This is an optimization exercise on Yosys and OpenROAD, whose aim is a short achievable clock period and few clock cycles, not a production implementation.
No functional check of the RTL was part of any run shown here.
Power and IR drop assume default switching activity.

==> flow/design.v <==
module ssq_symdec (
    input  wire        clk,
    input  wire        rst,
    input  wire        in_valid,
    output wire        in_ready,
    input  wire [7:0]  in_data,
    input  wire        in_last,
    output reg         out_valid,
    input  wire        out_ready,
    output reg  [7:0]  out_data,
    output reg         out_last,
    output reg  [1:0]  out_err,
    output reg  [15:0] out_err_pos,
    output reg  [7:0]  out_err_val,
    output reg  [2:0]  out_pad
);
    localparam ERR_NONE = 2'd0;
    localparam ERR_SDEC = 2'd1;
    localparam ERR_CDEC = 2'd2;
    localparam EV_NONE  = 2'd0;
    localparam EV_SDEC  = 2'd1;   
    localparam EV_CEND  = 2'd2;   
    localparam EV_CNEXT = 2'd3;   
    localparam DEPTH  = 12;       
    localparam RDEPTH = 4;        
    localparam RAW    = 2;        
    localparam IW    = 13;        
    localparam RW    = 26;        
    reg        in_ready_r;
    reg        c_v;
    reg [7:0]  c_data;
    reg        c_last;
    assign in_ready = in_ready_r;
    always @(posedge clk) begin
        c_v    <= in_valid && in_ready_r && !rst;
        c_data <= in_data;
        c_last <= in_last;
    end
    wire [5:0] cls;         
    assign cls[0] = (c_data == 8'h2A);
    assign cls[1] = (c_data == 8'h25);
    assign cls[2] = (c_data == 8'h24);
    assign cls[3] = (c_data == 8'h23);
    assign cls[4] = (c_data == 8'h21);
    assign cls[5] = (c_data == 8'h26);
    reg [44:0] wn;
    reg [4:0]  pf_full;     
    reg [4:0]  pf_bad;      
    reg [4:0]  pf_bad2;     
    reg [24:0] pf_nph;      
    function automatic [83:0] pre;
        input [4:0] bits;
        input integer len;
        integer pp;
        reg [8:0] w;
        reg f, b1, b2;
        reg [4:0] n;
        reg [44:0] wv;
        reg [4:0] fv_, b1v, b2v;
        reg [24:0] nv;
        begin
            wv = 45'd0; fv_ = 5'd0; b1v = 5'd0; b2v = 5'd0; nv = 25'd0;
            for (pp = 0; pp < 5; pp = pp + 1) begin
                w  = {bits, 4'b0000} >> pp;
                f  = (pp + len >= 5);
                b1 = f && !w[4];
                b2 = f && w[4] && (pp + len >= 6) && !w[3];
                n  = 5'b00001 << (f ? pp + len - 5 : pp + len);
                wv[9*pp +: 9] = w;
                fv_[pp] = f;
                b1v[pp] = b1;
                b2v[pp] = b2;
                nv[5*pp +: 5] = n;
            end
            pre = {wv, fv_, b1v, b2v, nv};
        end
    endfunction
    wire [83:0] pre0 = pre(5'b10000, 1);   
    wire [83:0] pre1 = pre(5'b11000, 2);   
    wire [83:0] pre2 = pre(5'b11100, 3);   
    wire [83:0] pre3 = pre(5'b11110, 4);   
    wire [83:0] pre4 = pre(5'b11111, 5);   
    wire [83:0] pre5 = pre(5'b10100, 3);   
    wire [83:0] pre_sel = ({84{cls[0]}} & pre0) | ({84{cls[1]}} & pre1) |
                          ({84{cls[2]}} & pre2) | ({84{cls[3]}} & pre3) |
                          ({84{cls[4]}} & pre4) | ({84{cls[5]}} & pre5);
    reg        d_v;
    reg        d_ok;
    reg        d_last;
    reg [7:0]  d_char;
    reg [15:0] d_idx;
    reg [15:0] chr_idx;     
    reg [44:0] d_wn;
    reg [4:0]  d_full;
    reg [4:0]  d_bad;
    reg [4:0]  d_bad2;
    reg [24:0] d_nph;
    always @(posedge clk) begin
        {d_wn, d_full, d_bad, d_bad2, d_nph} <= pre_sel;
        d_ok   <= |cls;
        d_last <= c_last;
        d_char <= c_data;
        d_idx  <= chr_idx;
        if (rst) begin
            d_v     <= 1'b0;
            chr_idx <= 16'd0;
        end else begin
            d_v <= c_v;
            if (c_v)
                chr_idx <= c_last ? 16'd0 : chr_idx + 16'd1;
        end
    end
    reg [4:0]  ph;          
    reg [3:0]  pend;        
    reg        stop;        
    wire [8:0] s_wn  = (d_wn[8:0]   & {9{ph[0]}}) | (d_wn[17:9]  & {9{ph[1]}}) |
                       (d_wn[26:18] & {9{ph[2]}}) | (d_wn[35:27] & {9{ph[3]}}) |
                       (d_wn[44:36] & {9{ph[4]}});
    wire [4:0] s_nph = (d_nph[4:0]   & {5{ph[0]}}) | (d_nph[9:5]   & {5{ph[1]}}) |
                       (d_nph[14:10] & {5{ph[2]}}) | (d_nph[19:15] & {5{ph[3]}}) |
                       (d_nph[24:20] & {5{ph[4]}});
    wire       full = |(d_full & ph);
    wire       bad  = |(d_bad  & ph);
    wire       bad2 = |(d_bad2 & ph);
    wire [8:0] win    = {pend, 5'b00000} | s_wn;
    wire [3:0] pend_n = full ? win[3:0] : win[8:5];
    reg        o_v;
    reg        o_end;
    reg        o_blk_v;     
    reg [4:0]  o_blk;
    reg        o_rem_v;     
    reg [4:0]  o_rem_n;     
    reg [3:0]  o_rem;       
    reg [1:0]  o_ev;
    reg [15:0] o_idx;
    reg [7:0]  o_char;
    always @(posedge clk) begin
        o_end   <= d_last;
        o_blk   <= bad ? {1'b0, win[8:5]} : win[8:4];
        o_idx   <= d_idx;
        o_char  <= d_char;
        if (d_ok) begin
            o_rem_n <= s_nph;
            o_rem   <= pend_n;
        end else begin
            o_rem_n <= ph;
            o_rem   <= pend;
        end
        if (rst) begin
            ph      <= 5'b00001;
            pend    <= 4'd0;
            stop    <= 1'b0;
            o_v     <= 1'b0;
            o_blk_v <= 1'b0;
            o_rem_v <= 1'b0;
            o_ev    <= EV_NONE;
        end else begin
            o_v     <= d_v;
            o_blk_v <= 1'b0;
            o_rem_v <= 1'b0;
            o_ev    <= EV_NONE;
            if (d_v && !stop) begin
                if (!d_ok) begin
                    o_rem_v <= !ph[0];
                    o_ev    <= EV_SDEC;
                    stop    <= 1'b1;
                end else begin
                    o_blk_v <= full;
                    if (bad) begin
                        o_ev <= EV_CEND;
                        stop <= 1'b1;
                    end else if (bad2) begin
                        o_ev <= EV_CNEXT;
                        stop <= 1'b1;
                    end else begin
                        ph      <= s_nph;
                        pend    <= pend_n;
                        o_rem_v <= d_last && !s_nph[0];
                    end
                end
            end
            if (d_v && d_last) begin
                ph   <= 5'b00001;
                pend <= 4'd0;
                stop <= 1'b0;
            end
        end
    end
    reg [15:0] bcnt;        
    reg [15:0] bcnt1;       
    reg        e_set;       
    reg [1:0]  e_err;
    reg [15:0] e_x;
    reg [15:0] e_y;
    reg        e_cin;
    reg [7:0]  e_val;
    reg [4:0] rem_chunk;
    always @(*) begin
        case (1'b1)
            o_rem_n[1]: rem_chunk = {4'b0000, o_rem[3]};
            o_rem_n[2]: rem_chunk = {3'b000, o_rem[3:2]};
            o_rem_n[3]: rem_chunk = {2'b00, o_rem[3:1]};
            default:    rem_chunk = {1'b0, o_rem};
        endcase
    end
    wire        ev_new = (o_ev != EV_NONE);
    wire        ev_sd  = (o_ev == EV_SDEC);
    wire [1:0]  ev_err = ev_new ? (ev_sd ? ERR_SDEC : ERR_CDEC) : e_err;
    wire [15:0] ev_x   = ev_new ? (ev_sd ? 16'd0 : {bcnt1[13:0], 2'b00}) : e_x;
    wire [15:0] ev_y   = ev_new ? (ev_sd ? o_idx : bcnt) : e_y;
    wire        ev_cin = ev_new ? (o_ev == EV_CNEXT) : e_cin;
    wire [7:0]  ev_val = ev_new ? (ev_sd ? o_char : 8'h20) : e_val;
    reg          q_v;
    reg [IW-1:0] q_item;
    reg          q_rec_v;
    reg [1:0]    q_err;
    reg [15:0]   q_x;
    reg [15:0]   q_y;
    reg          q_cin;
    reg [7:0]    q_val;
    always @(posedge clk) begin
        q_item[12:11] <= {1'b0, o_blk_v} + {1'b0, o_rem_v};
        q_item[10:1]  <= o_blk_v ? (o_rem_v ? {o_blk, rem_chunk} : {o_blk, 5'b00000})
                                 : (o_rem_v ? {rem_chunk, 5'b00000} : 10'd0);
        q_item[0]     <= o_end;
        q_err         <= ev_err;
        q_x           <= ev_x;
        q_y           <= ev_y;
        q_cin         <= ev_cin;
        q_val         <= ev_val;
        if (rst) begin
            q_v     <= 1'b0;
            q_rec_v <= 1'b0;
            bcnt    <= 16'd0;
            bcnt1   <= 16'd1;
            e_err   <= ERR_NONE;
            e_x     <= 16'd0;
            e_y     <= 16'd0;
            e_cin   <= 1'b0;
            e_val   <= 8'd0;
        end else begin
            q_v     <= o_v && (o_blk_v || o_rem_v || o_end);
            q_rec_v <= o_v && o_end;
            if (o_v) begin
                if (o_end) begin
                    bcnt  <= 16'd0;
                    bcnt1 <= 16'd1;
                    e_err <= ERR_NONE;
                    e_x   <= 16'd0;
                    e_y   <= 16'd0;
                    e_cin <= 1'b0;
                    e_val <= 8'd0;
                end else begin
                    if (o_blk_v) begin
                        bcnt  <= bcnt1;
                        bcnt1 <= bcnt1 + 16'd1;
                    end
                    e_err <= ev_err;
                    e_x   <= ev_x;
                    e_y   <= ev_y;
                    e_cin <= ev_cin;
                    e_val <= ev_val;
                end
            end
        end
    end
    reg          q2_v;
    reg [IW-1:0] q2_item;
    reg          q2_rec_v;
    reg [1:0]    q2_err;
    reg [7:0]    q2_lo;
    reg          q2_c;
    reg [7:0]    q2_xh;
    reg [7:0]    q2_yh;
    reg [7:0]    q2_val;
    reg          q3_v;
    reg [IW-1:0] q3_item;
    reg          q3_rec_v;
    reg [RW-1:0] q3_rec;
    wire [8:0] q_lo = {1'b0, q_x[7:0]} + {1'b0, q_y[7:0]} + {8'd0, q_cin};
    always @(posedge clk) begin
        q2_item <= q_item;
        q2_err  <= q_err;
        q2_lo   <= q_lo[7:0];
        q2_c    <= q_lo[8];
        q2_xh   <= q_x[15:8];
        q2_yh   <= q_y[15:8];
        q2_val  <= q_val;
        q3_item <= q2_item;
        q3_rec  <= {q2_err, q2_xh + q2_yh + {7'd0, q2_c}, q2_lo, q2_val};
        if (rst) begin
            q2_v     <= 1'b0;
            q2_rec_v <= 1'b0;
            q3_v     <= 1'b0;
            q3_rec_v <= 1'b0;
        end else begin
            q2_v     <= q_v;
            q2_rec_v <= q_rec_v;
            q3_v     <= q2_v;
            q3_rec_v <= q2_rec_v;
        end
    end
    reg [IW-1:0] fq [0:DEPTH-1];
    reg [3:0]    f_wp;
    reg [3:0]    f_rp;
    reg [3:0]    f_rp1;     
    reg          f_mempty;  
    reg [3:0]    f_mcnt;    
    reg [4:0]    f_tot;     
    reg [IW-1:0] h;         
    reg          hv;
    wire         pop;
    wire to_h = q3_v && f_mempty && (!hv || pop);
    wire to_m = q3_v && !to_h;
    wire from_m = pop && !f_mempty;
    always @(posedge clk) begin
        if (to_m)
            fq[f_wp] <= q3_item;
        if (from_m)
            h <= fq[f_rp];
        else if (to_h)
            h <= q3_item;
        if (rst) begin
            f_wp     <= 4'd0;
            f_rp     <= 4'd0;
            f_rp1    <= 4'd1;
            f_mempty <= 1'b1;
            f_mcnt   <= 4'd0;
            f_tot    <= 5'd0;
            hv       <= 1'b0;
        end else begin
            if (to_m)
                f_wp <= (f_wp == DEPTH-1) ? 4'd0 : f_wp + 4'd1;
            if (from_m) begin
                f_rp  <= f_rp1;
                f_rp1 <= (f_rp1 == DEPTH-1) ? 4'd0 : f_rp1 + 4'd1;
            end
            f_mcnt   <= f_mcnt + {3'd0, to_m} - {3'd0, from_m};
            f_mempty <= (f_mcnt + {3'd0, to_m} - {3'd0, from_m}) == 4'd0;
            f_tot    <= f_tot + {4'd0, q3_v} - {4'd0, pop};
            hv       <= pop ? (!f_mempty || q3_v) : (hv || q3_v);
        end
    end
    reg [RW-1:0] rq [0:RDEPTH-1];
    reg [RAW-1:0] rq_wp;
    reg [RAW-1:0] rq_rp;
    reg [RAW-1:0] rq_rp1;   
    reg [RW-1:0] r_head;    
    wire         emit_end;
    always @(posedge clk) begin
        if (q3_rec_v)
            rq[rq_wp] <= q3_rec;
        r_head <= emit_end ? rq[rq_rp1] : rq[rq_rp];
        if (rst) begin
            rq_wp  <= {RAW{1'b0}};
            rq_rp  <= {RAW{1'b0}};
            rq_rp1 <= {{(RAW-1){1'b0}}, 1'b1};
        end else begin
            if (q3_rec_v)
                rq_wp <= rq_wp + 1'b1;
            if (emit_end) begin
                rq_rp  <= rq_rp1;
                rq_rp1 <= rq_rp1 + 1'b1;
            end
        end
    end
    reg [RAW:0] msgs;
    wire [RAW:0] msgs_n = msgs + {{RAW{1'b0}}, c_v && c_last} - {{RAW{1'b0}}, emit_end};
    always @(posedge clk) begin
        if (rst)
            msgs <= {(RAW+1){1'b0}};
        else
            msgs <= msgs_n;
    end
    always @(posedge clk) begin
        if (rst)
            in_ready_r <= 1'b1;
        else
            in_ready_r <= (f_tot <= DEPTH + 1 - 8) && (msgs_n <= RDEPTH - 2);
    end
    wire [1:0]  h_n    = h[12:11];
    wire [9:0]  h_bits = h[10:1];
    wire        h_end  = h[0];
    reg [16:0] acc;         
    reg [7:0]  pr;          
    reg [1:0]  pq;          
    reg        end_pend;    
    reg [2:0]  p_pad;
    reg        skid_v;
    wire big        = (pq != 2'd0);
    wire emit_data  = !skid_v && big;
    wire emit_fe    = !skid_v && !big && end_pend;
    wire emit_flush = emit_fe && !pr[0];
    assign emit_end = emit_fe && pr[0];
    wire emit       = emit_data || emit_fe;
    assign pop = hv && (!end_pend || emit_end) && (emit_data ? (pq == 2'd1) : !big);
    reg [16:0] ins;
    integer k;
    always @(*) begin
        ins = 17'd0;
        for (k = 0; k < 8; k = k + 1)
            ins = ins | (({h_bits, 7'd0} >> k) & {17{pr[k]}});
    end
    wire [7:0] pr5  = {pr[2:0], pr[7:3]};
    wire       c5   = |pr[7:3];
    wire [7:0] pr10 = {pr[5:0], pr[7:6]};
    wire       c10  = |pr[7:6];
    reg [7:0] pr_n;
    reg [1:0] pq_n;
    always @(*) begin
        pr_n = pr;
        pq_n = pq - {1'b0, emit_data};
        if (emit_flush) begin
            pr_n = 8'b00000001;
            pq_n = 2'd0;
        end else if (pop && h_n[1]) begin
            pr_n = pr10;
            pq_n = pq - {1'b0, emit_data} + 2'd1 + {1'b0, c10};
        end else if (pop && h_n[0]) begin
            pr_n = pr5;
            pq_n = pq - {1'b0, emit_data} + {1'b0, c5};
        end
    end
    reg [2:0] pad_of;       
    always @(*) begin
        case (1'b1)
            pr[1]:   pad_of = 3'd7;
            pr[2]:   pad_of = 3'd6;
            pr[3]:   pad_of = 3'd5;
            pr[4]:   pad_of = 3'd4;
            pr[5]:   pad_of = 3'd3;
            pr[6]:   pad_of = 3'd2;
            pr[7]:   pad_of = 3'd1;
            default: pad_of = 3'd0;
        endcase
    end
    wire [16:0] acc_a = emit_data ? {acc[8:0], 8'd0} : (emit_flush ? 17'd0 : acc);
    wire        b_last = emit_end;
    wire [7:0]  b_data = emit_end ? 8'd0 : acc[16:9];
    wire [1:0]  b_err  = emit_end ? r_head[25:24] : 2'd0;
    wire [15:0] b_pos  = emit_end ? r_head[23:8]  : 16'd0;
    wire [7:0]  b_val  = emit_end ? r_head[7:0]   : 8'd0;
    wire [2:0]  b_pad  = emit_end ? p_pad : 3'd0;
    always @(posedge clk) begin
        if (rst) begin
            acc      <= 17'd0;
            pr       <= 8'b00000001;
            pq       <= 2'd0;
            end_pend <= 1'b0;
            p_pad    <= 3'd0;
        end else begin
            acc      <= acc_a | (pop ? ins : 17'd0);
            pr       <= pr_n;
            pq       <= pq_n;
            end_pend <= (end_pend && !emit_end) || (pop && h_end);
            if (emit_flush)
                p_pad <= pad_of;
            else if (emit_end)
                p_pad <= 3'd0;
        end
    end
    reg        s_last;
    reg [7:0]  s_data;
    reg [1:0]  s_err;
    reg [15:0] s_pos;
    reg [7:0]  s_val;
    reg [2:0]  s_pad;
    wire out_free = !out_valid || out_ready;
    wire ld_s = out_free && skid_v;
    wire ld_b = out_free && !skid_v;
    wire hold = !out_free;
    always @(posedge clk) begin
        if (rst) begin
            out_valid <= 1'b0;
            skid_v    <= 1'b0;
        end else begin
            if (out_free) begin
                out_valid <= skid_v || emit;
                skid_v    <= 1'b0;
            end else if (emit) begin
                skid_v    <= 1'b1;
            end
        end
        out_last    <= (hold & out_last)          | (ld_s & s_last)          | (ld_b & b_last);
        out_data    <= ({8{hold}} & out_data)     | ({8{ld_s}} & s_data)     | ({8{ld_b}} & b_data);
        out_err     <= ({2{hold}} & out_err)      | ({2{ld_s}} & s_err)      | ({2{ld_b}} & b_err);
        out_err_pos <= ({16{hold}} & out_err_pos) | ({16{ld_s}} & s_pos)     | ({16{ld_b}} & b_pos);
        out_err_val <= ({8{hold}} & out_err_val)  | ({8{ld_s}} & s_val)      | ({8{ld_b}} & b_val);
        out_pad     <= ({3{hold}} & out_pad)      | ({3{ld_s}} & s_pad)      | ({3{ld_b}} & b_pad);
        if (!skid_v) begin
            s_last <= b_last;
            s_data <= b_data;
            s_err  <= b_err;
            s_pos  <= b_pos;
            s_val  <= b_val;
            s_pad  <= b_pad;
        end
    end
endmodule
==> flow/run.sh <==
#!/bin/bash
# synth_recipe.tcl (not shown) runs the flow's synth.tcl, then flattens the netlist and writes it again
# the make line also repeats each setting of config.mk as NAME=value (left out here)
make -C /OpenROAD-flow-scripts/flow DESIGN_CONFIG=/design/flow/config.mk WORK_HOME=/design/flow/orfs CLKGATE_MAP_FILE= SYNTH_SCRIPT=/design/flow/synth_recipe.tcl finish
==> flow/config.mk <==
export PLATFORM = sky130hd
export DESIGN_NAME = ssq_symdec
export DESIGN_NICKNAME = ssq_symdec
export VERILOG_FILES = /design/flow/design.v
export SDC_FILE = /design/flow/constraint.sdc
export NUM_CORES = 4
export LEC_CHECK = 0
export CAP_MARGIN = 20
export CORE_MARGIN = 2
export CORE_UTILIZATION = 40
export SETUP_SLACK_MARGIN = 3.0
export SLEW_MARGIN = 20
==> flow/constraint.sdc <==
create_clock -name core_clock -period 5.0 [get_ports {clk}]
set_input_delay 1.0000 -clock core_clock [delete_from_list [all_inputs] [get_ports {clk}]]
set_output_delay 1.0000 -clock core_clock [all_outputs]
set_load 0.01 [all_outputs]
==> flow_metrics.py, run 1 <==
metrics = {
    "status": {
        "status": "timing/DRC/antenna clean",
    },
    "yosys": {
        "synthMuxAreaShare": 0.09255,
        "seq_area_frac_synth": 0.6507,
        "syn_area_mm2": 0.02836,
        "synth_edf_count": 298,
        "yosys.area.top_type_share": 0.3352,
        "synth.most_common_cell": "dfxtp_1",
        "ys_ff_latch": 773,
        "ys.warnings.count": 1,
        "yosysTopAreaCell": "dfxtp_1",
        "synthTopCellsByCount": "475 x dfxtp_1, 298 x edfxtp_1, 221 x nand2_1, 189 x nor2_1, 164 x a21oi_1",
        "synth_top_family_by_area": "simple AND/OR/NAND/NOR gates",
        "synth-main-ff-cell": "dfxtp_1",
        "synth_compound_area_frac": 0.08602,
        "avgSynthCellArea_um2": 12.60,
        "ys_types": 69,
        "synthSimpleGateAreaFrac": 0.1035,
        "async_flop_share": 0,
        "yosys-top-cells-area": "dfxtp_1 34%, edfxtp_1 32%, mux4_2 7.0%",
        "synth-adder-area-share": 0.02391,
        "synth_cells": 2251,
        "synth-xor-area-share": 0.01482,
        "synth.net_count": 2314,
    },
    "pwr": {
        "peakVddDrop_mv": 0.2724,
        "swShare": 0.2094,
        "power.switching_mw": 2.687,
        "clockPowerShare": 0.459,
        "combinationalPowerShare": 0.025,
        "seqPwrFrac": 0.516,
        "p_int_mw": 10.15,
        "power_density_mw_per_mm2": 383.2,
        "leakage_nw": 12.11,
    },
    "worst_setup_path": {
        "slowest_delay_ns": 0.43,
        "cp_max_fo": 6,
        "slowest_stage": "fa_2",
        "cp.arrival_ns": 3.00,
        "required_ns": 5.55,
        "worstSetupPathType": "register to register",
        "worst_path_dominant_cell_family": "simple AND/OR/NAND/NOR gates",
        "endpoint_kind": "register",
        "critPathBufInv": 2,
        "path_cells": "or3b_4 > a21oi_4 > a21oi_4 > inv_2 > ha_4 > inv_4 > ha_4 > fa_2 > nor2b_4 > nor4_2",
        "timing.rr.start": "pq[0]$_SDFF_PP0_",
        "crit_path_start": "pq[0]$_SDFF_PP0_",
        "cp-start-kind": "register",
    },
    "floorplan": {
        "std_cell_rows": 97,
        "die_y_um": 270.3,
        "initial_core_util": 0.4043,
        "chipWidth_um": 270.3,
        "coreArea_mm2": 0.07015,
        "die_area_mm2": 0.07306,
        "ios": 53,
    },
    "sta": {
        "fin_crit_ns": 2.454,
        "fin_setup_tns_ns": 0,
        "max_freq_mhz": 407.5,
        "rsz0062_at_grt": "true",
        "worstMarginPinSlew_ns": 0.8508,
        "post-route-period-util": 0.4908,
        "slew_headroom": 0.4320,
        "hold_viol": 0,
        "fin_hold_ws_ns": 0.3133,
        "fin_ws_ns": 2.546,
        "setup_viol": 0,
        "final-max-slew-violation-count": 0,
        "skew_ns": 0.01551,
    },
    "placement": {
        "place_area_mm2": 0.02975,
        "io_buffers": 52,
        "place_congestion": 0.7657,
        "dp_worst_setup_slack_ns": 1.316,
        "dp_cells": 3134,
        "place_hpwl_um": 32730,
    },
    "detailed_routing": {
        "first_iter_violations": 986,
        "ant_nets": 0,
        "drcViolationCount": 0,
        "drt-wirelength-per-cell_um": 16.21,
        "viasPerCell": 5.000,
        "routed_wirelength_um": 54040,
        "dr.pass1.iters": 8,
        "vias": 16660,
    },
    "clock_network": {
        "ctsHoldBuffers": 0,
        "ctsRootBufferMaster": "clkbuf_16",
        "clk_latency_ns": 0.63,
        "clk_path_buf_depth": 3,
        "cts_buffers": 79,
        "htree_num_levels": 3,
        "tritoncts": "done",
        "cts_sinks": 773,
        "clk_pin_slew_ns": 0.06,
    },
    "cells_and_area": {
        "fill_cells": 6103,
        "finalNetCount": 2390,
        "seqCellArea_mm2": 0.01854,
        "design_area_mm2": 0.03349,
        "fin_cells": 3333,
        "n_antenna_cell": 0,
        "multi_input_area_mm2": 0.009474,
        "layout-drive-gt1-share": 0.1910,
        "syn_to_final_growth_pct": 18.07,
    },
    "global_routing": {
        "grt_pass1_wl_um": 87480,
        "grt_max_degree": 84,
        "antenna_found_initial": 0,
        "grt.overflow.total": 0,
        "grt_usage": 0.1467,
        "grt_pass1_vias": 16670,
    },
    "job": {
        "maxCapViolations": 0,
    },
    "worst_hold_path": {
        "hp-start": "q_x[11]$_DFF_P_",
        "hold_class": "register to register",
    },
}
-- per-stage QoR --
stage            util  power, mW
6_report       0.4774      12.83
3_5_place_dp   0.4241      7.031
5_1_grt        0.4774      13.29
2_1_floorplan       -      6.946
3_3_place_gp   0.4240      7.022
4_1_cts        0.4730      12.98
-- layout make-up --
type / instances / share of cell area
Clock buffer: 118 / 0.07035
Timing Repair inverter: 3 / 0.001233
Tap cell: 940 / 0.03512
Inverter: 59 / 0.007958
Sequential cell: 773 / 0.5536
Multi-Input combinational cell: 1290 / 0.2829
Timing Repair Buffer: 121 / 0.03878
Clock inverter: 29 / 0.01005
-- power groups by stage --
stage / combinational, mW / clock [mW] / sequential [mW]
floorplan: 0.218 / 0 / 6.73
global route: 0.357 / 6.30 / 6.63
global placement: 0.271 / 0 / 6.75
detailed placement: 0.275 / 0 / 6.76
finish: 0.322 / 5.89 / 6.63
CTS: 0.320 / 6.04 / 6.62
-- registers in the layout, summed over array words and instances (netlist names), 12 cells and up, named ones only --
signal and count:
q3_item 12, e_y 16, o_idx 16, q3_rec 26, chr_idx 16, h 12
fq 144, bcnt 16, s_pos 16, bcnt1 16, q_x 16, q_item 12
e_x 16, r_head 26, acc 17, d_idx 16, rq 104, out_err_pos 16
q_y 16, q2_item 12
-- final timing paths --
kind / to / slack (ns) / depth (start not counted)
max: f_mempty$_SDFF_PP1_ / 2.55 / 10
min: q2_xh[3]$_DFF_P_ / 0.31 / 0
max reg2reg: f_mempty$_SDFF_PP1_ / 2.55 / 10
min reg2reg: q2_xh[3]$_DFF_P_ / 0.31 / 0
-- cells by family after synthesis --
family / count (synthesis)
adder cells (fa/ha/maj): 50
XOR/XNOR: 48
AO/OA/AOI/OAI: 405
multiplexers: 152
flip-flops: 773
buffers and inverters: 190
AND/OR/NAND/NOR: 633
-- metal layers --
| metal | wire length (um) | vias to the layer above | GRT usage |
|---|---|---|---|
| li1 | - | 8213 | - |
| met1 | 24780 | 8013 | 0.1910 |
| met2 | 25800 | 371 | 0.2464 |
| met3 | 2512 | 67 | 0.02800 |
| met4 | 956 | 0 | 0.04812 |
| met5 | 0 | - | 0 |
-- cells in the final DEF (no fill, tap or decap), types with 16 or more instances in the layout --
master and count:
a21oi_1 155, a222oi_1 16, a22oi_1 45, and2_1 41, buf_4 49, buf_6 45, clkbuf_1 18, clkbuf_16 83
clkbuf_8 19, dfxtp_1 424, dfxtp_2 43, edfxtp_1 298, ha_1 37, inv_1 47, mux2i_1 60, mux4_2 88
nand2_1 218, nand2b_1 20, nand3_1 19, nor2_1 184, nor2b_1 67, o21ai_0 67, o21ai_1 33, xnor2_1 24
xor2_1 22
-- timing repair --
item,4_1_cts,5_1_grt
setup endpoints to repair,451,186
pin swaps,15,13
buffers inserted,31,14
gates cloned,5,2
resized for setup,311,31
==> run 2, diff against run 1 <==
--- a/flow/design.v
+++ b/flow/design.v
@@ -24,5 +24,4 @@
     localparam DEPTH  = 12;       
     localparam RDEPTH = 4;        
-    localparam RAW    = 2;        
     localparam IW    = 13;        
     localparam RW    = 26;        
@@ -301,73 +300,91 @@
         end
     end
-    reg [IW-1:0] fq [0:DEPTH-1];
-    reg [3:0]    f_wp;
-    reg [3:0]    f_rp;
-    reg [3:0]    f_rp1;     
-    reg          f_mempty;  
-    reg [3:0]    f_mcnt;    
-    reg [4:0]    f_tot;     
-    reg [IW-1:0] h;         
-    reg          hv;
-    wire         pop;
-    wire to_h = q3_v && f_mempty && (!hv || pop);
-    wire to_m = q3_v && !to_h;
+    reg [IW-1:0]    fq [0:DEPTH-1];
+    reg [DEPTH-1:0] f_wp;       
+    reg [DEPTH-1:0] f_rp;       
+    reg [DEPTH-1:0] f_mcnt;     
+    reg [DEPTH:0]   f_tot;      
+    reg [IW-1:0]    h;          
+    reg             hv;
+    wire            pop;
+    wire f_mempty = !f_mcnt[0];
+    wire to_h   = q3_v && f_mempty && (!hv || pop);
+    wire to_m   = q3_v && !to_h;
     wire from_m = pop && !f_mempty;
+    reg [IW-1:0] f_out;         
+    integer j;
+    always @(*) begin
+        f_out = {IW{1'b0}};
+        for (j = 0; j < DEPTH; j = j + 1)
+            f_out = f_out | (fq[j] & {IW{f_rp[j]}});
+    end
     always @(posedge clk) begin
-        if (to_m)
-            fq[f_wp] <= q3_item;
+        for (j = 0; j < DEPTH; j = j + 1)
+            if (to_m && f_wp[j])
+                fq[j] <= q3_item;
         if (from_m)
-            h <= fq[f_rp];
+            h <= f_out;
         else if (to_h)
             h <= q3_item;
         if (rst) begin
-            f_wp     <= 4'd0;
-            f_rp     <= 4'd0;
-            f_rp1    <= 4'd1;
-            f_mempty <= 1'b1;
-            f_mcnt   <= 4'd0;
-            f_tot    <= 5'd0;
-            hv       <= 1'b0;
+            f_wp   <= {{(DEPTH-1){1'b0}}, 1'b1};
+            f_rp   <= {{(DEPTH-1){1'b0}}, 1'b1};
+            f_mcnt <= {DEPTH{1'b0}};
+            f_tot  <= {(DEPTH+1){1'b0}};
+            hv     <= 1'b0;
         end else begin
             if (to_m)
-                f_wp <= (f_wp == DEPTH-1) ? 4'd0 : f_wp + 4'd1;
-            if (from_m) begin
-                f_rp  <= f_rp1;
-                f_rp1 <= (f_rp1 == DEPTH-1) ? 4'd0 : f_rp1 + 4'd1;
-            end
-            f_mcnt   <= f_mcnt + {3'd0, to_m} - {3'd0, from_m};
-            f_mempty <= (f_mcnt + {3'd0, to_m} - {3'd0, from_m}) == 4'd0;
-            f_tot    <= f_tot + {4'd0, q3_v} - {4'd0, pop};
-            hv       <= pop ? (!f_mempty || q3_v) : (hv || q3_v);
+                f_wp <= {f_wp[DEPTH-2:0], f_wp[DEPTH-1]};
+            if (from_m)
+                f_rp <= {f_rp[DEPTH-2:0], f_rp[DEPTH-1]};
+            if (to_m && !from_m)
+                f_mcnt <= {f_mcnt[DEPTH-2:0], 1'b1};
+            else if (from_m && !to_m)
+                f_mcnt <= {1'b0, f_mcnt[DEPTH-1:1]};
+            if (q3_v && !pop)
+                f_tot <= {f_tot[DEPTH-1:0], 1'b1};
+            else if (pop && !q3_v)
+                f_tot <= {1'b0, f_tot[DEPTH:1]};
+            hv <= pop ? (!f_mempty || q3_v) : (hv || q3_v);
+        end
+    end
+    reg [RW-1:0]     rq [0:RDEPTH-1];
+    reg [RDEPTH-1:0] rq_wp;     
+    reg [RDEPTH-1:0] rq_rp;     
+    reg [RW-1:0]     r_head;    
+    wire             emit_end;
+    reg [RW-1:0] r_cur;
+    reg [RW-1:0] r_nxt;
+    always @(*) begin
+        r_cur = {RW{1'b0}};
+        r_nxt = {RW{1'b0}};
+        for (j = 0; j < RDEPTH; j = j + 1) begin
+            r_cur = r_cur | (rq[j] & {RW{rq_rp[j]}});
+            r_nxt = r_nxt | (rq[(j + 1) % RDEPTH] & {RW{rq_rp[j]}});
         end
     end
-    reg [RW-1:0] rq [0:RDEPTH-1];
-    reg [RAW-1:0] rq_wp;
-    reg [RAW-1:0] rq_rp;
-    reg [RAW-1:0] rq_rp1;   
-    reg [RW-1:0] r_head;    
-    wire         emit_end;
     always @(posedge clk) begin
-        if (q3_rec_v)
-            rq[rq_wp] <= q3_rec;
-        r_head <= emit_end ? rq[rq_rp1] : rq[rq_rp];
+        for (j = 0; j < RDEPTH; j = j + 1)
+            if (q3_rec_v && rq_wp[j])
+                rq[j] <= q3_rec;
+        r_head <= emit_end ? r_nxt : r_cur;
         if (rst) begin
-            rq_wp  <= {RAW{1'b0}};
-            rq_rp  <= {RAW{1'b0}};
-            rq_rp1 <= {{(RAW-1){1'b0}}, 1'b1};
+            rq_wp <= {{(RDEPTH-1){1'b0}}, 1'b1};
+            rq_rp <= {{(RDEPTH-1){1'b0}}, 1'b1};
         end else begin
             if (q3_rec_v)
-                rq_wp <= rq_wp + 1'b1;
-            if (emit_end) begin
-                rq_rp  <= rq_rp1;
-                rq_rp1 <= rq_rp1 + 1'b1;
-            end
+                rq_wp <= {rq_wp[RDEPTH-2:0], rq_wp[RDEPTH-1]};
+            if (emit_end)
+                rq_rp <= {rq_rp[RDEPTH-2:0], rq_rp[RDEPTH-1]};
         end
     end
-    reg [RAW:0] msgs;
-    wire [RAW:0] msgs_n = msgs + {{RAW{1'b0}}, c_v && c_last} - {{RAW{1'b0}}, emit_end};
+    reg [RDEPTH-1:0] msgs;
+    wire msg_in  = c_v && c_last;
+    wire msg_out = emit_end;
+    wire [RDEPTH-1:0] msgs_n = (msg_in && !msg_out) ? {msgs[RDEPTH-2:0], 1'b1} :
+                               (msg_out && !msg_in) ? {1'b0, msgs[RDEPTH-1:1]} : msgs;
     always @(posedge clk) begin
         if (rst)
-            msgs <= {(RAW+1){1'b0}};
+            msgs <= {RDEPTH{1'b0}};
         else
             msgs <= msgs_n;
@@ -377,5 +394,5 @@
             in_ready_r <= 1'b1;
         else
-            in_ready_r <= (f_tot <= DEPTH + 1 - 8) && (msgs_n <= RDEPTH - 2);
+            in_ready_r <= !f_tot[DEPTH + 1 - 8] && !msgs_n[RDEPTH - 2];
     end
     wire [1:0]  h_n    = h[12:11];
==> run 2 against run 1 <==
Against the previous run:
- cell area barely moved
- total power up 3.8%
- hold slack worse by 0.0030 ns
- first-iteration DRC count increased by 40%
- register-to-register slack better by 0.43 ns
==> flow_metrics.py, run 2 <==
metrics = {
    "status": {
        "status": "timing/DRC/antenna clean",
    },
    "worst_hold_path": {
        "hold_class": "register to register",
    },
    "yosys": {
        "synth_cells": 2375,
        "yosys.area.top_type_share": 0.3498,
        "yosysTopAreaCell": "dfxtp_1",
        "ys.warnings.count": 3,
        "async_flop_share": 0,
        "synthTopCellsByCount": "497 x dfxtp_1, 298 x edfxtp_1, 220 x nor2_1, 153 x nand2_1",
        "synth.most_common_cell": "dfxtp_1",
        "yosys-top-cells-area": "dfxtp_1 35%, edfxtp_1 31%, a22oi_1 4.0%",
        "ys_ff_latch": 795,
        "avgSynthCellArea_um2": 11.98,
        "synth.net_count": 2416,
        "syn_area_mm2": 0.02844,
        "ys_types": 77,
        "seq_area_frac_synth": 0.6644,
        "synth-main-ff-cell": "dfxtp_1",
        "synth_edf_count": 298,
    },
    "cells_and_area": {
        "regMostFlops": "fq",
        "n_antenna_cell": 0,
        "seqCellArea_mm2": 0.01899,
        "final_common_cell": "dfxtp_1",
        "finalNetCount": 2476,
        "most-common-layout-cells": "435 x dfxtp_1, 298 x edfxtp_1, 216 x nor2_1",
        "top_regs": "fq: 144 flops, rq: 104 flops",
        "multi_input_area_mm2": 0.009066,
        "fill_cells": 6096,
        "syn_to_final_growth_pct": 17.76,
        "largest_register_ffs": 144,
        "layout-drive-gt1-share": 0.1547,
        "fin_cells": 3441,
    },
    "clock_network": {
        "htree_num_levels": 3,
        "tritoncts": "done",
        "clk_path_buf_depth": 3,
        "cts_sinks": 795,
        "clk_latency_ns": 0.62,
        "clk_pin_slew_ns": 0.06,
        "ctsRootBufferMaster": "clkbuf_16",
        "cts_buffers": 81,
        "ctsHoldBuffers": 0,
    },
    "sta": {
        "skew_ns": 0.01842,
        "worstMarginPinSlew_ns": 0.9538,
        "final-max-slew-violation-count": 0,
        "hold_viol": 0,
        "fin_crit_ns": 2.138,
        "slew_headroom": 0.3641,
        "post-route-period-util": 0.4276,
        "max_freq_mhz": 467.7,
        "rsz0062_at_grt": "true",
        "setup_viol": 0,
        "fin_setup_tns_ns": 0,
        "fin_hold_ws_ns": 0.3103,
    },
    "floorplan": {
        "chipWidth_um": 270.7,
        "std_cell_rows": 97,
        "die_area_mm2": 0.07326,
        "die_y_um": 270.7,
        "initial_core_util": 0.4048,
        "coreArea_mm2": 0.07027,
        "ios": 53,
    },
    "pwr": {
        "combinationalPowerShare": 0.043,
        "clockPowerShare": 0.447,
        "power_density_mw_per_mm2": 397.8,
        "p_int_mw": 10.48,
        "peakVddDrop_mv": 0.2202,
        "leakage_nw": 12.21,
        "swShare": 0.2133,
        "seqPwrFrac": 0.510,
        "power.switching_mw": 2.843,
    },
    "worst_setup_path": {
        "critPathBufInv": 1,
        "endpoint_kind": "output port",
        "cp_max_fo": 2,
        "worst_path_dominant_cell_family": "flip-flops",
        "path_cells": "buf_6",
        "cp-start-kind": "register",
        "cp.arrival_ns": 1.14,
        "slowest_delay_ns": 0.40,
        "slowest_stage": "dfxtp_4",
        "required_ns": 4.00,
        "worstSetupPathType": "register to output port",
    },
    "job": {
        "maxCapViolations": 0,
    },
    "detailed_routing": {
        "drcViolationCount": 0,
        "drt-wirelength-per-cell_um": 18.19,
        "routed_wirelength_um": 62600,
        "dr.pass1.iters": 10,
        "ant_nets": 0,
        "vias": 18340,
        "first_iter_violations": 1382,
        "viasPerCell": 5.328,
    },
    "global_routing": {
        "grt.overflow.total": 0,
        "grt_max_degree": 74,
        "antenna_found_initial": 0,
        "grt_pass1_vias": 18040,
        "grt_usage": 0.1673,
        "grt_pass1_wl_um": 98500,
    },
    "placement": {
        "dp_cells": 3222,
        "place_congestion": 0.7714,
        "place_hpwl_um": 35470,
        "io_buffers": 52,
    },
}
run 2: cell types whose count changed after synthesis, moves of 20 or more:
cell / previous run / this run
a22oi_1: 45 / 152
mux4_2: 88 / 0
and3_1: 15 / 90
nand2_1: 221 / 153
a22o_1: 4 / 43
clkbuf_1: 86 / 121
a221oi_1: 10 / 44
nor2_1: 189 / 220
inv_1: 56 / 30
mux2i_1: 62 / 86
dfxtp_1: 475 / 497
a31oi_1: 7 / 27
run 2: what timing repair did:
| action | in CTS | in global routing |
|---|---|---|
| buffers inserted | 39 | 20 |
| pin swaps | 11 | 11 |
| cloned | 9 | 2 |
| gates resized for setup | 313 | 32 |
| setup endpoints to repair | 467 | 157 |
run 2: per-stage QoR:
step / util / setup slack [ns] / cell area, um^2 / total power, mW
finish: 0.4767 / 2.862 / 33500 / 13.33
global route: 0.4767 / 2.830 / 33500 / 13.78
CTS: 0.4727 / 2.828 / 33220 / 13.39
detailed placement: 0.4222 / 1.822 / 29670 / 7.286
global placement: 0.4222 / 1.831 / 29670 / 7.272
floorplan: - / 2.999 / 28540 / 7.197
run 2: worst paths after layout:
check,slack (ns),depth (start not counted),from,to
hold reg to reg,0.31,0,q_x[8]$_DFF_P_,q2_xh[0]$_DFF_P_
setup reg to reg,2.98,6,pq[0]$_SDFF_PP0_,fq[6][3]$_DFFE_PP_
hold / removal,0.31,0,q_x[8]$_DFF_P_,q2_xh[0]$_DFF_P_
setup / recovery,2.86,1,in_ready_r$_SDFF_PP1_,in_ready
run 2: power by group through the flow:
stage,clock network [mW],registers (mW),logic [mW]
global route,6.35,6.80,0.624
CTS,6.08,6.80,0.512
floorplan,0,6.92,0.282
detailed placement,0,6.95,0.339
finish,5.95,6.80,0.574
global placement,0,6.94,0.330
run 2: per-layer routing:
layer  share of wire  GRT usage  vias up
met4           0.027    0.06703        0
met1            0.44     0.2216     8825
met3           0.062    0.03044      121
li1                -          -     8807
met2            0.47     0.2712      582
met5               0          0        -
run 2: area by class of cell:
class,instances,share of cell area
sequential,795,0.5670
timing repair inverter,2,0.0005230
timing repair buffer,129,0.04172
clock inverter,36,0.01042
clock buffer,113,0.06952
inverter,34,0.005005
multi-input combinational,1392,0.2707
tap,940,0.03511
run 2: cell families (layout without fill, tap and decap cells):
| group | Yosys count | after routing | synth area share |
|---|---|---|---|
| AO/OA/AOI/OAI | 598 | 600 | 0.1430 |
| XOR/XNOR | 44 | 44 | 0.01355 |
| adder cells (fa/ha/maj) | 28 | 28 | 0.01337 |
| buffers and inverters | 193 | 314 | 0.02749 |
| flip-flops | 795 | 795 | 0.6644 |
| multiplexers | 89 | 89 | 0.03145 |
| AND/OR/NAND/NOR | 628 | 631 | 0.1068 |
==> run 3, diff against run 2 <==
--- a/flow/design.v
+++ b/flow/design.v
@@ -24,4 +24,6 @@
     localparam DEPTH  = 12;       
     localparam RDEPTH = 4;        
+    localparam RS     = DEPTH + 1;
+    localparam RQS    = RDEPTH + 1;
     localparam IW    = 13;        
     localparam RW    = 26;        
@@ -300,7 +302,7 @@
         end
     end
-    reg [IW-1:0]    fq [0:DEPTH-1];
-    reg [DEPTH-1:0] f_wp;       
-    reg [DEPTH-1:0] f_rp;       
+    reg [IW-1:0]    fq [0:RS-1];
+    reg [RS-1:0]    f_wp;       
+    reg [RS-1:0]    f_rp;       
     reg [DEPTH-1:0] f_mcnt;     
     reg [DEPTH:0]   f_tot;      
@@ -316,10 +318,10 @@
     always @(*) begin
         f_out = {IW{1'b0}};
-        for (j = 0; j < DEPTH; j = j + 1)
+        for (j = 0; j < RS; j = j + 1)
             f_out = f_out | (fq[j] & {IW{f_rp[j]}});
     end
     always @(posedge clk) begin
-        for (j = 0; j < DEPTH; j = j + 1)
-            if (to_m && f_wp[j])
+        for (j = 0; j < RS; j = j + 1)
+            if (f_wp[j])
                 fq[j] <= q3_item;
         if (from_m)
@@ -328,6 +330,6 @@
             h <= q3_item;
         if (rst) begin
-            f_wp   <= {{(DEPTH-1){1'b0}}, 1'b1};
-            f_rp   <= {{(DEPTH-1){1'b0}}, 1'b1};
+            f_wp   <= {{(RS-1){1'b0}}, 1'b1};
+            f_rp   <= {{(RS-1){1'b0}}, 1'b1};
             f_mcnt <= {DEPTH{1'b0}};
             f_tot  <= {(DEPTH+1){1'b0}};
@@ -335,7 +337,7 @@
         end else begin
             if (to_m)
-                f_wp <= {f_wp[DEPTH-2:0], f_wp[DEPTH-1]};
+                f_wp <= {f_wp[RS-2:0], f_wp[RS-1]};
             if (from_m)
-                f_rp <= {f_rp[DEPTH-2:0], f_rp[DEPTH-1]};
+                f_rp <= {f_rp[RS-2:0], f_rp[RS-1]};
             if (to_m && !from_m)
                 f_mcnt <= {f_mcnt[DEPTH-2:0], 1'b1};
@@ -349,7 +351,7 @@
         end
     end
-    reg [RW-1:0]     rq [0:RDEPTH-1];
-    reg [RDEPTH-1:0] rq_wp;     
-    reg [RDEPTH-1:0] rq_rp;     
+    reg [RW-1:0]     rq [0:RQS-1];
+    reg [RQS-1:0]    rq_wp;     
+    reg [RQS-1:0]    rq_rp;     
     reg [RW-1:0]     r_head;    
     wire             emit_end;
@@ -359,22 +361,22 @@
         r_cur = {RW{1'b0}};
         r_nxt = {RW{1'b0}};
-        for (j = 0; j < RDEPTH; j = j + 1) begin
+        for (j = 0; j < RQS; j = j + 1) begin
             r_cur = r_cur | (rq[j] & {RW{rq_rp[j]}});
-            r_nxt = r_nxt | (rq[(j + 1) % RDEPTH] & {RW{rq_rp[j]}});
+            r_nxt = r_nxt | (rq[(j + 1) % RQS] & {RW{rq_rp[j]}});
         end
     end
     always @(posedge clk) begin
-        for (j = 0; j < RDEPTH; j = j + 1)
-            if (q3_rec_v && rq_wp[j])
+        for (j = 0; j < RQS; j = j + 1)
+            if (rq_wp[j])
                 rq[j] <= q3_rec;
         r_head <= emit_end ? r_nxt : r_cur;
         if (rst) begin
-            rq_wp <= {{(RDEPTH-1){1'b0}}, 1'b1};
-            rq_rp <= {{(RDEPTH-1){1'b0}}, 1'b1};
+            rq_wp <= {{(RQS-1){1'b0}}, 1'b1};
+            rq_rp <= {{(RQS-1){1'b0}}, 1'b1};
         end else begin
             if (q3_rec_v)
-                rq_wp <= {rq_wp[RDEPTH-2:0], rq_wp[RDEPTH-1]};
+                rq_wp <= {rq_wp[RQS-2:0], rq_wp[RQS-1]};
             if (emit_end)
-                rq_rp <= {rq_rp[RDEPTH-2:0], rq_rp[RDEPTH-1]};
+                rq_rp <= {rq_rp[RQS-2:0], rq_rp[RQS-1]};
         end
     end
@@ -411,5 +413,6 @@
     assign emit_end = emit_fe && pr[0];
     wire emit       = emit_data || emit_fe;
-    assign pop = hv && (!end_pend || emit_end) && (emit_data ? (pq == 2'd1) : !big);
+    assign pop = hv && (((pq == 2'd0) && (!end_pend || (!skid_v && pr[0]))) ||
+                        ((pq == 2'd1) && !end_pend && !skid_v));
     reg [16:0] ins;
     integer k;
--- a/flow/config.mk
+++ b/flow/config.mk
@@ -9,4 +9,4 @@
 export CORE_MARGIN = 2
 export CORE_UTILIZATION = 40
-export SETUP_SLACK_MARGIN = 3.0
+export SETUP_SLACK_MARGIN = 3.3
 export SLEW_MARGIN = 20
==> run 3 against run 2 <==
Against the previous run:
- still clean on timing, DRC and antenna
- final cell count grew 3.6%
- clock power rose by 9.7%
- setup slack improved by 0.0047 ns
- via count up 5.6%
- register-to-register slack better by 0.07 ns
- sequential cell count increased by 42
- area after synthesis grew 5.5%
- non-clock buffer count increased by 19
- synthesized cell count is 3.5% higher
- critical path type unchanged
- largest cell class unchanged
==> flow_metrics.py, run 3 <==
metrics = {
    "yosys": {
        "ys_ff_latch": 837,
        "synthTopCellsByCount": "501 x dfxtp_1, 336 x edfxtp_1, 293 x nor2_1, 149 x a21oi_1, 146 x nand2_1",
        "avgSynthCellArea_um2": 12.20,
        "ys_types": 76,
        "async_flop_share": 0,
        "yosys-top-cells-area": "edfxtp_1 34%, dfxtp_1 33%, nor2_1 3.7%",
        "synth-main-ff-cell": "dfxtp_1",
        "seq_area_frac_synth": 0.6706,
        "yosys.area.top_type_share": 0.3363,
        "syn_area_mm2": 0.03000,
        "yosysTopAreaCell": "edfxtp_1",
        "ys.warnings.count": 3,
        "synth.net_count": 2500,
        "synth_edf_count": 336,
        "synth_cells": 2459,
        "synth.most_common_cell": "dfxtp_1",
    },
    "cells_and_area": {
        "regMostFlops": "fq",
        "final_core_util": 0.4868,
        "largest_register_ffs": 156,
        "seqCellArea_mm2": 0.02024,
        "syn_to_final_growth_pct": 20.59,
        "fin_cells": 3564,
        "layout-drive-gt1-share": 0.1973,
        "top_regs": "fq: 156 flops, rq: 130 flops",
        "most-common-layout-cells": "422 x dfxtp_1, 336 x edfxtp_1, 281 x nor2_1",
        "fill_cells": 6352,
        "n_antenna_cell": 0,
        "final_common_cell": "dfxtp_1",
        "finalNetCount": 2565,
        "multi_input_area_mm2": 0.009771,
    },
    "clock_network": {
        "clk_path_buf_depth": 3,
        "htree_num_levels": 3,
        "ctsHoldBuffers": 0,
        "ctsRootBufferMaster": "clkbuf_16",
        "tritoncts": "done",
        "clk_pin_slew_ns": 0.06,
        "cts_sinks": 837,
        "clk_latency_ns": 0.64,
        "cts_buffers": 83,
    },
    "sta": {
        "max_freq_mhz": 468.7,
        "skew_ns": 0.01984,
        "fin_crit_ns": 2.133,
        "fin_setup_tns_ns": 0,
        "hold_viol": 0,
        "rsz0062_at_grt": "true",
        "final-max-slew-violation-count": 0,
        "post-route-period-util": 0.4267,
        "fin_hold_ws_ns": 0.3101,
        "slew_headroom": 0.3453,
        "setup_viol": 0,
        "worstMarginPinSlew_ns": 0.9807,
    },
    "floorplan": {
        "coreArea_mm2": 0.07432,
        "ios": 53,
        "die_y_um": 277.9,
        "die_area_mm2": 0.07722,
        "std_cell_rows": 100,
        "initial_core_util": 0.4037,
        "chipWidth_um": 277.9,
    },
    "detailed_routing": {
        "first_iter_violations": 1829,
        "routed_wirelength_um": 66740,
        "ant_nets": 0,
        "viasPerCell": 5.432,
        "dr.pass1.iters": 7,
        "drt-wirelength-per-cell_um": 18.73,
        "vias": 19360,
        "drcViolationCount": 0,
    },
    "placement": {
        "dp_cells": 3325,
        "place_congestion": 0.7879,
        "place_hpwl_um": 36380,
        "io_buffers": 52,
    },
    "worst_setup_path": {
        "cp.arrival_ns": 1.13,
        "cp_max_fo": 2,
        "critPathBufInv": 1,
        "slowest_stage": "dfxtp_4",
        "worstSetupPathType": "register to output port",
        "path_cells": "buf_6",
        "endpoint_kind": "output port",
        "cp-start-kind": "register",
        "timing.rr.start": "pq[0]$_SDFF_PP0_",
        "slowest_delay_ns": 0.39,
        "required_ns": 4.00,
        "crit_path_start": "in_ready_r$_SDFF_PP1_",
        "worst_path_dominant_cell_family": "flip-flops",
    },
    "global_routing": {
        "grt_pass1_vias": 19090,
        "grt_usage": 0.1669,
        "grt_max_degree": 74,
        "grt_pass1_wl_um": 104500,
        "antenna_found_initial": 1,
        "grt.overflow.total": 0,
    },
    "pwr": {
        "combinationalPowerShare": 0.049,
        "power_density_mw_per_mm2": 401.2,
        "peakVddDrop_mv": 0.2756,
        "power.switching_mw": 3.121,
        "clockPowerShare": 0.450,
        "p_int_mw": 11.40,
        "seqPwrFrac": 0.501,
        "swShare": 0.2150,
        "leakage_nw": 12.96,
    },
    "job": {
        "maxCapViolations": 0,
    },
    "worst_hold_path": {
        "hold_class": "register to register",
        "hp-start": "q_x[10]$_DFF_P_",
    },
    "status": {
        "status": "timing/DRC/antenna clean",
    },
}
==> run 3: cell count changes after synthesis, moves of 13 or more <==
| cell | delta |
|---|---|
| a22oi_1 | -13 |
| a222oi_1 | +65 |
| clkbuf_1 | -13 |
| buf_2 | +28 |
| nor2_1 | +73 |
| and3_1 | -55 |
| edfxtp_1 | +38 |
| a22o_1 | -29 |
| o21ai_1 | -42 |
| and2_1 | +23 |
==> run 3: cells by family after synthesis <==
kind of cell               synth area share
AOI/OAI and AO/OA                    0.1384
xor gates and xnor gates            0.01109
and+or+nand+nor                      0.1058
DFF                                  0.6706
muxes                               0.03044
adders and majority gates           0.01268
buffers and inverters               0.03094
==> run 3: area by class of cell <==
type / instances / area share
Sequential cell: 837 / 0.5594
Tap cell: 969 / 0.03351
Clock inverter: 47 / 0.01611
Timing Repair Buffer: 148 / 0.05059
Inverter: 34 / 0.004530
Timing Repair inverter: 3 / 0.001141
Clock buffer: 109 / 0.06467
Multi-Input combinational cell: 1417 / 0.2700
==> run 3: stage by stage <==
| step | setup slack, ns | power (mW) | cell area [um^2] |
|---|---|---|---|
| 2_1_floorplan | 3.130 | 7.733 | 30270 |
| 3_3_place_gp | 2.136 | 7.913 | 31160 |
| 3_5_place_dp | 2.067 | 7.931 | 31160 |
| 4_1_cts | 2.831 | 14.61 | 35200 |
| 5_1_grt | 2.828 | 15.02 | 36180 |
| 6_report | 2.867 | 14.52 | 36180 |
==> run 3: routing by layer <==
layer,share of wire,routed length [um],vias up,GRT usage
met1,0.45,30010,9451,0.2265
met2,0.47,31490,612,0.2724
met3,0.061,4061,90,0.02948
li1,-,-,9207,-
met5,0,0,-,0
met4,0.018,1182,0,0.05114
==> run 3: power groups by stage <==
stage / clock [mW] / sequential [mW] / combinational (mW)
2_1_floorplan: 0 / 7.41 / 0.326
3_3_place_gp: 0 / 7.39 / 0.519
3_5_place_dp: 0 / 7.40 / 0.528
4_1_cts: 6.66 / 7.28 / 0.671
5_1_grt: 6.96 / 7.29 / 0.773
6_report: 6.53 / 7.28 / 0.710
==> run 3: final timing paths <==
path	endpoint	slack, ns	cells past startpoint
setup / recovery	in_ready	2.87	1
hold / removal	q2_xh[2]$_DFF_P_	0.31	0
setup reg to reg	f_tot[2]$_SDFFE_PP0P_	3.05	11
hold reg to reg	q2_xh[2]$_DFF_P_	0.31	0
==> run 3: repair_timing <==
action	4_1_cts	5_1_grt
setup endpoints to repair	398	276
setup buffers	49	17
resized for setup	353	156
cloned	8	9
pin swaps	23	31

-- static timing again, ports no longer ideal --
The results above use ideal ports. As a check the final layouts listed here were re-extracted and re-timed, cells and wires unchanged. Step 1, drivers: a clkbuf_16 drives clk and a buf_2 each remaining input, both assumed. Step 2 moves the port delays by t, midway between the first and last clock arrival at a register: inputs arrive t later, outputs are due t later. That takes back most of the time a late clock gives input paths. Three values: ideal ports, drivers, drivers and shift; two values: the first two.
run | t (ns) | setup slack, ns | worst setup path after step 2 | worst register clock-pin slew, ns | worst data-port slew with drivers (ns)
run 1 | 0.680 | 2.546 / 2.546 / 2.461 | input to register | 0.06 / 0.06 | 0.04
run 2 | 0.675 | 2.862 / 2.803 / 2.399 | input to register | 0.06 / 0.06 | 0.09
run 3 | 0.692 | 2.867 / 2.806 / 2.665 | input to register | 0.06 / 0.06 | 0.07
After both steps every run listed still meets setup and hold. The setup slack of run 2, which loses most, moves by -0.059 ns with the drivers and by -0.463 ns with both steps.
